This design comes from an exercise in tuning for small area on the open sky130 flow, not from production work.
In this exercise RTL edits were held to simulation tests only and were not proved equivalent to the original.
No activity file was given, so power comes from the tool's default toggle rates.

==> flow/design.v <==
module grabber_codec (
    input  wire [27:0] word,
    output wire [23:0] data,
    output wire        spare,
    output wire        lval,
    output wire        fval,
    output wire        dval
);
    assign data[0]  = word[0];
    assign data[1]  = word[1];
    assign data[2]  = word[2];
    assign data[3]  = word[3];
    assign data[4]  = word[4];
    assign data[5]  = word[6];
    assign data[6]  = word[27];
    assign data[7]  = word[5];
    assign data[8]  = word[7];
    assign data[9]  = word[8];
    assign data[10] = word[9];
    assign data[11] = word[12];
    assign data[12] = word[13];
    assign data[13] = word[14];
    assign data[14] = word[10];
    assign data[15] = word[11];
    assign data[16] = word[15];
    assign data[17] = word[18];
    assign data[18] = word[19];
    assign data[19] = word[20];
    assign data[20] = word[21];
    assign data[21] = word[22];
    assign data[22] = word[16];
    assign data[23] = word[17];
    assign spare = word[23];
    assign lval  = word[24];
    assign fval  = word[25];
    assign dval  = word[26];
endmodule
module grabber_parser #(
    parameter W = 10
) (
    input  wire         clk,
    input  wire         rst,
    input  wire [27:0]  word,
    output wire [W-1:0] s_x,
    output wire [W-1:0] s_y,
    output wire [9:0]   s_val1,
    output wire         s_stb1,
    output wire         s_eof
);
    wire [23:0] data;
    wire        spare, lval, fval, dval;
    grabber_codec u_codec (
        .word (word),
        .data (data),
        .spare(spare),
        .lval (lval),
        .fval (fval),
        .dval (dval)
    );
    reg [W-1:0] x;
    reg [W-1:0] y;
    reg         last_lval;
    reg         last_fval;
    reg         stb1;
    reg [9:0]   val1;
    assign s_x    = x;
    assign s_y    = y;
    assign s_val1 = val1;
    assign s_stb1 = stb1;
    assign s_eof  = ~fval;
    always @(posedge clk) begin
        if (rst) begin
            x         <= {W{1'b0}};
            y         <= {W{1'b0}};
            last_lval <= 1'b0;
            last_fval <= 1'b0;
            stb1      <= 1'b0;
        end else begin
            if (lval)
                x <= x + 1'b1;
            else
                x <= {W{1'b0}};
            if (!fval)
                y <= {W{1'b0}};
            else if (!lval && last_lval && last_fval)
                y <= y + 1'b1;
            last_lval <= lval;
            last_fval <= fval;
            stb1      <= dval;
        end
    end
    always @(posedge clk)
        val1 <= {2'b00, data[7:0]} + {2'b00, data[15:8]} + {2'b00, data[23:16]};
endmodule
module grabber_roi_engine #(
    parameter W     = 10,
    parameter SHIFT = 0,
    parameter SUM_W = 30
) (
    input  wire             clk,
    input  wire             rst,
    input  wire [W-1:0]     s_x,
    input  wire [W-1:0]     s_y,
    input  wire [9:0]       s_val1,
    input  wire             s_stb1,
    input  wire             s_eof,
    input  wire             ack,
    input  wire             we,
    input  wire [1:0]       sel,
    input  wire [W-1:0]     wval,
    output wire [SUM_W-1:0] sum,
    output wire             out_strobe
);
    localparam PV_W = 10 - SHIFT;
    localparam HI_W = SUM_W - PV_W;
    localparam BLK  = 5;
    reg [W-1:0]    x0, x1, y0, y1;
    reg            x_good, y_good;
    reg [PV_W-1:0] lo;
    reg            cp;
    reg [HI_W-1:0] hi;
    reg            done;
    reg            ostb;
    assign out_strobe = ostb;
    wire [W-1:0] wv  = rst ? {W{1'b0}} : wval;
    wire         wx0 = rst | (we & (sel == 2'd0));
    wire         wx1 = rst | (we & (sel == 2'd1));
    wire         wy0 = rst | (we & (sel == 2'd2));
    wire         wy1 = rst | (we & (sel == 2'd3));
    always @(posedge clk) begin
        if (wx0) x0 <= wv;
        if (wx1) x1 <= wv;
        if (wy0) y0 <= wv;
        if (wy1) y1 <= wv;
    end
    wire xg = (s_x != x1) & ((s_x == x0) | x_good);
    wire yg = (s_y != y1) & ((s_y == y0) | y_good);
    wire add = x_good & y_good & s_stb1;
    wire clr = ostb & ack;
    wire zap = rst | clr;
    wire [PV_W-1:0] g = s_val1[9:SHIFT] & {PV_W{add}};
    wire [PV_W:0]   lc;
    wire [PV_W-1:0] ls;
    assign lc[0] = 1'b0;
    wire [HI_W:0]   hc;
    wire [HI_W-1:0] hs;
    assign hc[0] = cp;
    genvar i;
    generate
        for (i = 0; i < PV_W; i = i + 1) begin : g_lo
            assign ls[i]   = lo[i] ^ g[i] ^ lc[i];
            assign lc[i+1] = (lo[i] & g[i]) | (lc[i] & (lo[i] ^ g[i]));
        end
        for (i = 0; i < HI_W; i = i + 1) begin : g_hi
            assign hs[i] = hi[i] ^ hc[i];
            if ((i + 1) % BLK == 0)
                assign hc[i+1] = hc[i+1-BLK] & (&hi[i:i+1-BLK]);
            else
                assign hc[i+1] = hc[i] & hi[i];
        end
    endgenerate
    assign sum = {hs, lo};
    always @(posedge clk) begin
        if (zap) begin
            lo <= {PV_W{1'b0}};
            cp <= 1'b0;
            hi <= {HI_W{1'b0}};
        end else begin
            lo <= ls;
            cp <= lc[PV_W];
            hi <= hs;
        end
    end
    always @(posedge clk) begin
        if (rst) begin
            x_good <= 1'b0;
            y_good <= 1'b0;
            done   <= 1'b0;
            ostb   <= 1'b0;
        end else begin
            x_good <= xg;
            y_good <= yg;
            if (clr) begin
                done <= 1'b0;
                ostb <= 1'b0;
            end else begin
                done <= done | add;
                ostb <= ostb | (done & s_eof);
            end
        end
    end
endmodule
module grabber (
    input  wire                clk,
    input  wire                rst,
    input  wire [27:0]         word,
    input  wire [4*16-1:0]     hctl,
    input  wire [10*16-1:0]    hval,
    output wire [30*16-1:0]    sum_o,
    output wire [16-1:0]       out_strobe
);
    localparam N_ENG = 16;
    localparam W     = 10;
    localparam OUT_W = 30;
    wire [W-1:0] s_x, s_y;
    wire [9:0]   s_val1;
    wire         s_stb1, s_eof;
    grabber_parser #(.W(W)) u_parser (
        .clk   (clk),
        .rst   (rst),
        .word  (word),
        .s_x   (s_x),
        .s_y   (s_y),
        .s_val1(s_val1),
        .s_stb1(s_stb1),
        .s_eof (s_eof)
    );
    genvar k;
    generate
        for (k = 0; k < N_ENG; k = k + 1) begin : g_eng
            localparam SHIFT = k / 4;
            localparam SUM_W = OUT_W - SHIFT;
            wire [SUM_W-1:0] sum_k;
            grabber_roi_engine #(.W(W), .SHIFT(SHIFT), .SUM_W(SUM_W)) u_eng (
                .clk       (clk),
                .rst       (rst),
                .s_x       (s_x),
                .s_y       (s_y),
                .s_val1    (s_val1),
                .s_stb1    (s_stb1),
                .s_eof     (s_eof),
                .ack       (hctl[4*k+3]),
                .we        (hctl[4*k+2]),
                .sel       (hctl[4*k+1:4*k]),
                .wval      (hval[W*k +: W]),
                .sum       (sum_k),
                .out_strobe(out_strobe[k])
            );
            assign sum_o[OUT_W*k +: OUT_W] = {{SHIFT{1'b0}}, sum_k};
        end
    endgenerate
endmodule
clock: 5.0 ns
lec_check: 0
cap_margin: 20
core_margin: 2
core_utilization: 30
place_density: 0.5
slew_margin: 20
standard.sh (not shown) runs the stock make flow with config.mk's settings and CLKGATE_MAP_FILE= SYNTH_SCRIPT=/design/flow/synth_recipe.tcl, a recipe that flattens the netlist after the stock synthesis.
==> flow/flow/run.sh <==
#!/bin/bash
# Standard layout, with port buffers and clock tree built from small cells.
set -euo pipefail
bash standard.sh \
  "BUFFER_PORTS_ARGS=-buffer_cell sky130_fd_sc_hd__buf_1" \
  finish > flow_make.log 2>&1
The first run completed without violations.
Rerun with:
==> flow/flow/run.sh (replaced) <==
#!/bin/bash
# Standard layout, with small port buffers and a clock tree without dummy loads.
set -euo pipefail
bash standard.sh \
  "BUFFER_PORTS_ARGS=-buffer_cell sky130_fd_sc_hd__buf_1" \
  "CTS_ARGS=-sink_clustering_enable -repair_clock_nets -dont_use_dummy_load -buf_list sky130_fd_sc_hd__clkbuf_16 -sink_clustering_size 30 -sink_clustering_max_diameter 60" \
  finish > flow_make.log 2>&1
After rerunning: Wire length goes down by 0.68%. Global-route usage goes down by 0.21 points. Final area goes down by 3.2%. Die area is unchanged. Cell count goes down by 2.0%. Clock power goes down by 30%. Non-clock buffer count is unchanged. Count of clock-buffer cells in the layout goes down by 84. Sequential cell count is unchanged.

re-timing with driven ports:
The results above use ideal ports. As a check the final layouts listed here were re-extracted and re-timed, cells and wires unchanged. Step 1 sets driving cells, clkbuf_16 on the clock port and buf_2 on the other inputs (assumed; they add their load-dependent delay and slew). Step 2 adds t to the input delays and takes it off the output delays; t is the mean of the earliest and latest rising clock arrival at the registers after step 1. Input paths then give back, and output paths get back, about the clock's delay inside the block. a / b / c = ideal ports / drivers / drivers and shift; a / b = the first two.
| run | shift t [ns] | setup WS [ns] | hold WS [ns] | worst register clock-pin slew, ns |
|---|---|---|---|---|
| the first run | 0.864 | 0.326 / 0.326 / 0.326 | 0.429 / 0.422 / 0.474 | 0.06 / 0.06 |
| the second run | 0.808 | 0.341 / 0.341 / 0.341 | 0.471 / 0.471 / 0.471 | 0.09 / 0.09 |
After both steps setup and hold are still met in every run listed.
